Context: an optimization exercise on an open-source flow, tuned for small area and a short achievable clock period. The choices shown serve that exercise and are no tape-out recipe.
Function was checked by simulation only, so behaviour that the tests miss may differ from the original.
No activity file was given, so power comes from the tool's default toggle rates.

==> flow/design.v <==
module rbcmd_rb #(
    parameter C  = 200,
    parameter W  = 8,
    parameter SW = 8
) (
    input  wire          clk,
    input  wire          rst,
    input  wire          clr,
    input  wire          wr_en,
    input  wire [7:0]    wr_data,
    input  wire          rd_en,
    output wire [7:0]    rd_data,
    output wire          empty,
    output wire          full,
    output wire [SW-1:0] size
);
    reg [8*C-1:0] sr;        
    reg [SW-1:0]  cnt;
    reg           empty_q;
    reg           full_q;
    assign size  = cnt;
    assign empty = empty_q;
    assign full  = full_q;
    wire fire = rd_en && !empty_q && !clr;
    always @(posedge clk)
        if (wr_en)
            sr <= {sr[8*C-9:0], wr_data};
    reg [SW-1:0] cnt_n;
    always @(*) begin
        cnt_n = cnt;
        if (rst || clr)
            cnt_n = {SW{1'b0}};
        else if (wr_en && !fire && !full_q)
            cnt_n = cnt + 1'b1;
        else if (fire && !wr_en)
            cnt_n = cnt - 1'b1;
    end
    always @(posedge clk) begin
        cnt <= cnt_n;
        if (rst || clr) begin
            empty_q <= 1'b1;
            full_q  <= 1'b0;
        end else if (wr_en && !fire) begin
            empty_q <= 1'b0;
            full_q  <= full_q || (cnt == C - 1);
        end else if (fire && !wr_en) begin
            empty_q <= (cnt == 1);
            full_q  <= 1'b0;
        end
    end
    reg  [7:0]  col;
    reg  [25:0] row;
    integer j;
    always @(posedge clk) begin
        for (j = 0; j < 8; j = j + 1)
            col[j] <= (cnt_n[2:0] == j);
        for (j = 0; j < 26; j = j + 1)
            row[j] <= (cnt_n[7:3] == j);
    end
    genvar g, b;
    wire [8*208-1:0] slot = {{8*(208-C-1){1'b0}}, sr, sr[7:0]};
    wire [7:0] rv [0:25];
    generate
        for (g = 0; g < 25; g = g + 1) begin : g_rv
            for (b = 0; b < 8; b = b + 1) begin : g_bit
                wire x_n, y_n, z_n;
                rbcmd_ao3 u_x (.s0(col[0]), .s1(col[1]), .s2(col[2]),
                               .d0(slot[64*g + 8*0 + b]), .d1(slot[64*g + 8*1 + b]),
                               .d2(slot[64*g + 8*2 + b]), .y_n(x_n));
                rbcmd_ao3 u_y (.s0(col[3]), .s1(col[4]), .s2(col[5]),
                               .d0(slot[64*g + 8*3 + b]), .d1(slot[64*g + 8*4 + b]),
                               .d2(slot[64*g + 8*5 + b]), .y_n(y_n));
                rbcmd_ao3 u_z (.s0(col[6]), .s1(col[7]), .s2(col[0]),
                               .d0(slot[64*g + 8*6 + b]), .d1(slot[64*g + 8*7 + b]),
                               .d2(slot[64*g + 8*0 + b]), .y_n(z_n));
                assign rv[g][b] = ~(x_n & y_n & z_n);
            end
        end
    endgenerate
    assign rv[25] = slot[8*C +: 8];
    generate
        for (b = 0; b < 8; b = b + 1) begin : g_rd
            wire [8:0] t_n;
            for (g = 0; g < 8; g = g + 1) begin : g_t
                rbcmd_ao3 u_t (.s0(row[3*g]), .s1(row[3*g+1]), .s2(row[3*g+2]),
                               .d0(rv[3*g][b]), .d1(rv[3*g+1][b]), .d2(rv[3*g+2][b]),
                               .y_n(t_n[g]));
            end
            rbcmd_ao3 u_t8 (.s0(row[24]), .s1(row[25]), .s2(row[0]),
                            .d0(rv[24][b]), .d1(rv[25][b]), .d2(rv[0][b]),
                            .y_n(t_n[8]));
            assign rd_data[b] = ~&t_n;
        end
    endgenerate
endmodule
module rbcmd_ao3 (
    input  wire s0, s1, s2,
    input  wire d0, d1, d2,
    output wire y_n
);
    assign y_n = ~((s0 & d0) | (s1 & d1) | (s2 & d2));
endmodule
module rbcmd (
    input  wire        clk,
    input  wire        rst,
    input  wire        clr,
    input  wire        wr_en,
    input  wire [7:0]  wr_data,
    input  wire        sleep_done,
    output wire        empty,
    output wire        full,
    output wire [7:0]  size,
    output wire        send_valid,
    output wire [1:0]  send_len,
    output wire [7:0]  send_b0,
    output wire [7:0]  send_b1,
    output wire [7:0]  send_b2,
    output wire        log_valid,
    output wire [3:0]  log_len,
    output wire [7:0]  log_b0,
    output wire [7:0]  log_b1,
    output wire [7:0]  log_b2,
    output wire [7:0]  log_b3,
    output wire [7:0]  log_b4,
    output wire [7:0]  log_b5,
    output wire [7:0]  log_b6,
    output wire [7:0]  log_b7,
    output wire [7:0]  log_b8,
    output wire [7:0]  log_b9,
    output wire [7:0]  log_b10,
    output wire [7:0]  log_b11,
    output wire [7:0]  log_b12,
    output wire [7:0]  log_b13,
    output wire [7:0]  log_b14,
    output wire        sleep_req,
    output wire [15:0] sleep_ms
);
    localparam [3:0] T_ECHO = 4'd1, T_ADD = 4'd2, T_DELAY = 4'd4, T_LOG = 4'd6;
    reg        s_ah, s_ap, x_echo, x_add, x_delay, x_log, s_dw;
    reg        t_add, t_delay;        
    reg  [3:0] len;
    reg  [3:0] idx;
    reg  [7:0] pl [0:14];
    wire       rd_en = s_ah || s_ap;
    wire [7:0] rd_data;
    rbcmd_rb #(.C(200), .W(8), .SW(8)) u_rb (
        .clk(clk), .rst(rst), .clr(clr),
        .wr_en(wr_en), .wr_data(wr_data),
        .rd_en(rd_en), .rd_data(rd_data),
        .empty(empty), .full(full), .size(size)
    );
    wire fire = rd_en && !empty && !clr;
    wire [3:0] hdr_t = rd_data[7:4];
    wire [3:0] hdr_l = rd_data[3:0];
    wire h_echo  = (hdr_t == T_ECHO);
    wire h_add   = (hdr_t == T_ADD);
    wire h_delay = (hdr_t == T_DELAY);
    wire h_log   = (hdr_t == T_LOG);
    wire h_known = h_echo || h_add || h_delay || h_log;
    wire h_zero  = h_echo || (h_log && hdr_l == 4'd0);
    wire last    = t_add   ? (idx == 4'd3) :
                   t_delay ? (idx == 4'd2) : (idx + 4'd1 == len);
    wire       add_last = t_add && idx == 4'd3;
    wire [7:0] hi_sum   = pl[0] + pl[2];
    integer i;
    always @(posedge clk) begin
        if (rst) begin
            s_ah    <= 1'b1;
            s_ap    <= 1'b0;
            x_echo  <= 1'b0;
            x_add   <= 1'b0;
            x_delay <= 1'b0;
            x_log   <= 1'b0;
            s_dw    <= 1'b0;
        end else begin
            if (s_ah) begin
                if (fire && h_known) begin
                    s_ah    <= 1'b0;
                    s_ap    <= !h_zero;
                    x_echo  <= h_echo;
                    x_log   <= h_log && hdr_l == 4'd0;
                end
            end
            if (s_ap) begin
                if (fire && last) begin
                    s_ap    <= 1'b0;
                    x_add   <= t_add;
                    x_delay <= t_delay;
                    x_log   <= !t_add && !t_delay;
                end
            end
            if (x_echo || x_add || x_log) begin
                x_echo <= 1'b0;
                x_add  <= 1'b0;
                x_log  <= 1'b0;
                s_ah   <= 1'b1;
            end
            if (x_delay) begin
                x_delay <= 1'b0;
                s_dw    <= 1'b1;
            end
            if (s_dw && sleep_done) begin
                s_dw <= 1'b0;
                s_ah <= 1'b1;
            end
        end
    end
    always @(posedge clk) begin
        if (s_ah && fire) begin
            t_add   <= h_add;
            t_delay <= h_delay;
            len     <= hdr_l;
            idx     <= 4'd0;
        end
        if (s_ap && fire)
            idx <= idx + 4'd1;
        for (i = 0; i < 15; i = i + 1)
            if (s_ap && fire && idx == i)
                pl[i] <= rd_data;
        if (s_ap && fire && add_last) begin
            pl[0] <= hi_sum + 8'd1;
            pl[1] <= pl[1] & rd_data;
            pl[2] <= hi_sum;
            pl[3] <= pl[1] ^ rd_data;
        end
    end
    genvar g;
    wire [8:0] cy;               
    assign cy[0] = 1'b0;
    rbcmd_pfx8 u_pfx (.p(pl[3]), .g(pl[1]), .c(cy[8:1]));
    wire       r_co = cy[8];
    wire [7:0] r_lo = pl[3] ^ cy[7:0];
    wire [7:0] r_hi = r_co ? pl[0] : pl[2];
    wire x_ea = x_echo || x_add;
    wire e_add, e_dwd;
    rbcmd_g3 u_sv  (.a(x_ea),  .b(s_dw), .c(sleep_done), .r(rst), .y(send_valid));
    rbcmd_g1 u_sl0 (.a(x_ea),  .r(rst), .y(send_len[0]));
    rbcmd_g3 u_sl1 (.a(x_add), .b(s_dw), .c(sleep_done), .r(rst), .y(send_len[1]));
    rbcmd_g1 u_add (.a(x_add), .r(rst), .y(e_add));
    rbcmd_g2 u_dwd (.b(s_dw),  .c(sleep_done), .r(rst), .y(e_dwd));
    rbcmd_g1 u_dl  (.a(x_delay), .r(rst), .y(sleep_req));
    rbcmd_g1 u_log (.a(x_log), .r(rst), .y(log_valid));
    assign send_b0 = {1'b0, e_dwd, e_add, send_valid, 2'b00, e_add, e_dwd};
    wire [7:0]  pl2_dw = {8{s_dw}} & pl[2];
    wire [15:0] ms_src = {pl[0], pl[1]};
    wire [7:0] hi_add = {8{x_add}} & r_hi;
    generate
        for (g = 0; g < 8; g = g + 1) begin : g_send
            rbcmd_g3 u_b1 (.a(hi_add[g]), .b(pl2_dw[g]), .c(sleep_done), .r(rst),
                           .y(send_b1[g]));
            rbcmd_g2 u_b2 (.b(x_add), .c(r_lo[g]), .r(rst), .y(send_b2[g]));
        end
        for (g = 0; g < 16; g = g + 1) begin : g_ms
            rbcmd_g2 u_ms (.b(x_delay), .c(ms_src[g]), .r(rst), .y(sleep_ms[g]));
        end
        for (g = 0; g < 4; g = g + 1) begin : g_ll
            rbcmd_g2 u_ll (.b(x_log), .c(len[g]), .r(rst), .y(log_len[g]));
        end
    endgenerate
    wire [14:0]  lb_on;
    wire [119:0] lb;
    genvar k;
    generate
        for (g = 0; g < 15; g = g + 1) begin : g_lb
            assign lb_on[g] = x_log && (len > g);
            for (k = 0; k < 8; k = k + 1) begin : g_bit
                rbcmd_g2 u_lb (.b(lb_on[g]), .c(pl[g][k]), .r(rst), .y(lb[8*g+k]));
            end
        end
    endgenerate
    assign {log_b14, log_b13, log_b12, log_b11, log_b10, log_b9, log_b8, log_b7,
            log_b6, log_b5, log_b4, log_b3, log_b2, log_b1, log_b0} = lb;
endmodule
module rbcmd_pfx8 (
    input  wire [7:0] p,
    input  wire [7:0] g,
    output wire [8:1] c
);
    wire [7:0] g1, p1, g2, p2, g3;
    genvar k;
    generate
        for (k = 0; k < 8; k = k + 1) begin : g_pf
            if (k >= 1) begin : g_l1
                assign g1[k] = g[k] | (p[k] & g[k-1]);
                assign p1[k] = p[k] & p[k-1];
            end else begin : g_l1z
                assign g1[k] = g[k];
                assign p1[k] = p[k];
            end
            if (k >= 2) begin : g_l2
                assign g2[k] = g1[k] | (p1[k] & g1[k-2]);
                assign p2[k] = p1[k] & p1[k-2];
            end else begin : g_l2z
                assign g2[k] = g1[k];
                assign p2[k] = p1[k];
            end
            if (k >= 4) begin : g_l3
                assign g3[k] = g2[k] | (p2[k] & g2[k-4]);
            end else begin : g_l3z
                assign g3[k] = g2[k];
            end
        end
    endgenerate
    assign c = g3;
endmodule
module rbcmd_g1 (
    input  wire a,
    input  wire r,
    output wire y
);
    assign y = a & ~r;
endmodule
module rbcmd_g2 (
    input  wire b,
    input  wire c,
    input  wire r,
    output wire y
);
    assign y = b & c & ~r;
endmodule
module rbcmd_g3 (
    input  wire a,
    input  wire b,
    input  wire c,
    input  wire r,
    output wire y
);
    assign y = (a | (b & c)) & ~r;
endmodule
==> flow/flow/run.sh <==
#!/bin/bash
# Layout flow: the standard flow (standard synthesis unchanged), with
#  - timing repair aimed at a setup slack of SETUP_MARGIN ns instead of 5,
#  - clock tree synthesis without dummy loads,
#  - every port on the bottom edge (flow/io.tcl, read before pin placement).
# The ORFS tools write their logs under orfs/logs; make's output is make.log.
set -uo pipefail
SETUP_MARGIN=5.3
CTS="-sink_clustering_enable -repair_clock_nets -dont_use_dummy_load"
bash standard.sh SETUP_SLACK_MARGIN=$SETUP_MARGIN "CTS_ARGS=$CTS" \
    PRE_IO_PLACEMENT_TCL=$PWD/flow/io.tcl finish > make.log 2>&1
==> flow/flow/io.tcl <==
# Keep every port on the bottom edge, so that the paths from the inputs to
# the outputs (rst and sleep_done gate the strobes) stay short.
set_io_pin_constraint -direction input -region bottom:*
set_io_pin_constraint -direction output -region bottom:*
==> flow/standard.sh <==
#!/bin/bash
# synth_recipe.tcl (not shown) runs the flow's synth.tcl, then flattens the netlist and writes it again
# the make line also repeats each setting of config.mk as NAME=value (left out here)
make -C /OpenROAD-flow-scripts/flow DESIGN_CONFIG=/design/flow/config.mk WORK_HOME=/design/flow/orfs CLKGATE_MAP_FILE= SYNTH_SCRIPT=/design/flow/synth_recipe.tcl "${@:-finish}"
==> flow/config.mk <==
export PLATFORM = sky130hd
export DESIGN_NAME = rbcmd
export DESIGN_NICKNAME = rbcmd
export VERILOG_FILES = /design/flow/design.v
export SDC_FILE = /design/flow/constraint.sdc
export NUM_CORES = 4
export LEC_CHECK = 0
export CAP_MARGIN = 20
export CORE_MARGIN = 2
export CORE_UTILIZATION = 60
export SETUP_SLACK_MARGIN = 5
export SLEW_MARGIN = 20
export SYNTH_HIERARCHICAL = 1
==> flow/constraint.sdc <==
create_clock -name core_clock -period 10.0 [get_ports {clk}]
set_input_delay 2.0000 -clock core_clock [delete_from_list [all_inputs] [get_ports {clk}]]
set_output_delay 2.0000 -clock core_clock [all_outputs]
set_load 0.01 [all_outputs]
==> reports/qor.txt <==
drt pass-1 iters -> 11
Compound-Gate Fraction of Synth Area -> 11.1%
Post-DP HPWL -> 91300 um
Finished Cell Area -> 74800 um2
Worst setup SP type -> register
GPL Wtd Cong -> 0.837
ANT nets after route -> 0
Power Density -> 200 nW/um2
Seq/Total Area, Yosys -> 81.5%
Logic pwr share -> 4.1%
P_sw -> 3100 uW
Post-Route WL -> 175000 um
root buffer cell -> clkbuf_16
final hold violation count -> 0
switching share of power -> 20.7%
Max-slew headroom -> 19.4%
Core Rows -> 120
final worst path period need -> 4.84 ns
Peak supply drop -> 0.000189 V
first-pass GRT wire length -> 252000 um
final setup vio count -> 0
max-cap viol count -> 0
drt drc -> 0
Synth cell types -> 69
Hold WC Path Type -> register to register
Post-DP Area -> 69100 um2
fin crit share -> 48.4%
Total GRT Usage -> 30.6%
Post-synth top cells -> 1730 x edfxtp_1, 672 x a222oi_1, 214 x nand3_1
Crit-path slowest cell -> edfxtp_1
Post-Syn Instances -> 3290
vias in the first global route -> 37900
starting density of the core -> 60.6%
adder-cell share of the synthesized area -> 0.512%
area delta synth->final -> 15.0%
clock net sink count -> 1781
largest area contributor in the netlist -> edfxtp_1
setup TNS -> 0 ns
worst skew pair latency -> 0.78 ns
core region area -> 107000 um2
CTS clk-pin slew, worst paths -> 0.06 ns
CP max FO -> 8
Worst-Margin Slew -> 1.21 ns
clock buffer depth -> 3
IO buf count -> 188
Avg WL per Cell -> 33.8 um
CP Cell Sequence -> a211oi_4 -> o31ai_4 -> a21o_1 -> a31o_4 -> mux2i_1 -> nor2b_2 -> a21oi_2 -> nor2_1 -> buf_2
utilization after layout -> 69.8%
share of the synthesized area in the top cell type -> 79.9%
top post-synthesis cells by area -> edfxtp_1 80%, a222oi_1 10%, and3b_1 2.0%
outcome -> finished clean
leakage power -> 0.0257 uW
gr ovfl total -> 0
multiplexer area fraction after synthesis -> 0.171%
1st-iter DRT viols -> 8756
clock skew -> 0.0670 ns
die area -> 111000 um2
CTS Buf Count -> 172
via count -> 39200
FILL cells -> 6832
register area -> 53000 um2
Synth Area in XOR/XNOR -> 0.360%
Seq pwr share -> 59.3%
synth warn -> 10
Synth Area per Inst -> 19.8 um2
kind of critical path -> register to output pin
largest net degree at the start of global routing -> 193
fin nets -> 3811
layout cells sized above 1 -> 11.5%
H-tree depth -> 4
CTS tree -> built
DIE HEIGHT -> 333 um
largest family of logic cells by synthesized area -> compound AO/OA/AOI/OAI gates
Max Transition Viols Final -> 0
leading register cell type out of synthesis -> edfxtp_1
initial antenna violation count -> 4
Worst setup EP type -> output pin
Post-Synthesis Cell Area -> 65000 um2
crit-path max cell delay -> 0.50 ns
Die W -> 333 um
most frequent cell after synthesis -> edfxtp_1
RSZ-0062 raised after global routing -> yes
Hold Slack -> 0.412 ns
worst path required time -> 8.00 ns
clock power share -> 36.6%
Synth Area in Simple Gates -> 6.04%
io pins -> 192
Seq cells post-synth -> 1781
vias per inst -> 7.57
Async SR Flop Fraction -> 0%
CP arrival -> 2.84 ns
EDFF count, synth -> 1730
fmax -> 207 MHz
Multi-input gate area -> 11900 um2
Internal Pwr Total -> 11900 uW
## final timing paths
path                          start                      to  slack (ns)  depth (start not counted)
max              pl[1][2]$_DFFE_PP_              send_b1[7]        5.16                          9
min          u_rb.sr[195]$_DFFE_PP_  u_rb.sr[203]$_DFFE_PP_        0.41                          0
max reg2reg     u_rb.col[3]$_DFF_P_         s_ap$_SDFF_PP0_        5.30                         14
min reg2reg  u_rb.sr[195]$_DFFE_PP_  u_rb.sr[203]$_DFFE_PP_        0.41                          0
## stage by stage
| stage | cells | worst slack, ns | power (uW) |
|---|---|---|---|
| floorplan | 3292 | 5.50 | 9180 |
| global placement | 4910 | 4.30 | 9520 |
| detailed placement | 4914 | 4.23 | 9560 |
| CTS | 5147 | 5.12 | 15000 |
| global route | 5173 | 5.08 | 15400 |
| finish | 5176 | 5.16 | 15000 |
## modules after synthesis, one instance, submodules excluded, a selection
| module | cells inside | flops+latches | copies in the design | cell area (um2) |
|---|---|---|---|---|
| rbcmd_g2 | 1 | 0 | 149 | 8.76 |
| rbcmd_g3 | 2 | 0 | 10 | 8.76 |
| rbcmd_pfx8 | 13 | 0 | 1 | 103 |
| rbcmd | 434 | 137 | 1 | 5930 |
| rbcmd_ao3 | 1 | 0 | 672 | 10.0 |
| rbcmd_g1 | 1 | 0 | 4 | 13.8 |
## critical path: cells and delay by family (launching register included)
family,cells,cell delay [ns]
and+or+nand+nor,2,0.34
DFF,1,0.50
AOI/OAI and AO/OA,5,0.93
muxes,1,0.15
buffers and inverters,1,0.14
## logic make-up (layout without fill, tap and decap cells)
logic type      after synthesis  count (layout)
other cells                   1               6
flops                      1781            1781
fa+ha+maj                    26              26
compound gates              740             740
simple gates                661             661
mux                          11              11
buf+inv                      45             523
xor+xnor                     25              25
## power groups by stage
stage / Combinational [uW] / Clock (uW) / Sequential [uW]
finish: 621 / 5470 / 8880
global route: 658 / 5810 / 8910
CTS: 605 / 5550 / 8860
detailed placement: 549 / 0 / 9010
global placement: 529 / 0 / 8990
floorplan: 238 / 0 / 8940
## layer usage
| layer | wire, um | global-route usage (%) | part of all wire, % | up-vias |
|---|---|---|---|---|
| met1 | 65400 | 43.7 | 37 | 20000 |
| met5 | 18 | 0 | 0.010 | - |
| met4 | 5470 | 11.1 | 3.1 | 4 |
| met3 | 20300 | 5.76 | 12 | 304 |
| li1 | - | - | - | 15900 |
| met2 | 83800 | 48.0 | 48 | 2895 |
## layout by cell type, fill, tap and decap left out, drive strengths merged, types with 3 or more instances in the layout
cell and n:
nand4 23, nand2 89, o21a 3, and2 25, o21ai 15, nor4 3
clkdlybuf4s50 19, dfxtp 51, nand3 214, a21o 8, mux2i 10, edfxtp 1730
nor3b 4, and3b 149, clkdlybuf4s15 11, inv 18, conb 3, or3 4
a21oi 19, or2 5, a222oi 672, nor4b 4, and4 7, ha 25
nor2b 15, nor3 9, xnor2 11, nor2 89, diode 3, and3 5
and4b 3, a211oi 8, nand2b 6, a31oi 3, clkbuf 180, bufbuf 18
buf 176, dlygate4sd2 101, xor2 13
## repair_timing
| item | in CTS | in global routing |
|---|---|---|
| setup endpoints to repair | 214 | 191 |
| pin swaps | 22 | 29 |
| buffers inserted | 40 | 20 |
| hold buffers | 0 | 0 |
| cloned | 21 | 6 |
| resized for setup | 395 | 36 |
## area by class of cell
type / instances / area share [%]
Tap cell: 1403 / 2.35
Multi-Input combinational cell: 1466 / 16.0
Sequential cell: 1781 / 70.9
Timing Repair Buffer: 333 / 4.97
Inverter: 18 / 0.0904
Antenna cell: 3 / 0.0100
Clock buffer: 172 / 5.76
## state kept, by name, summed over array words and instances (netlist names), 4 cells and up
name      count
u_rb.row     26
len           4
u_rb.cnt      8
pl          120
idx           4
u_rb.sr    1600
u_rb.col      8

separate check: timing with driven ports:
In the flow no input, the clock included, has a driving cell. The finished layout below was timed again as built, in two steps.
Step 1 assumes that a clkbuf_16 drives the clock port and a buf_2 every other input.
Step 2 adds t to the input delays and takes it off the output delays; t is the mean of the earliest and latest rising clock arrival at the registers after step 1. Input paths then give back, and output paths get back, about the clock's delay inside the block.
Three values: ideal, step 1, step 2; two values: the first two.
shift t [ns]: 0.809
setup WS [ns]: 5.165 / 4.967 / 4.815
worst slew at a driven data input, ns: 0.40
After both steps setup and hold are still met in this run. For this run, drivers alone change the setup slack by -0.198 ns; drivers and shift together by -0.350 ns.
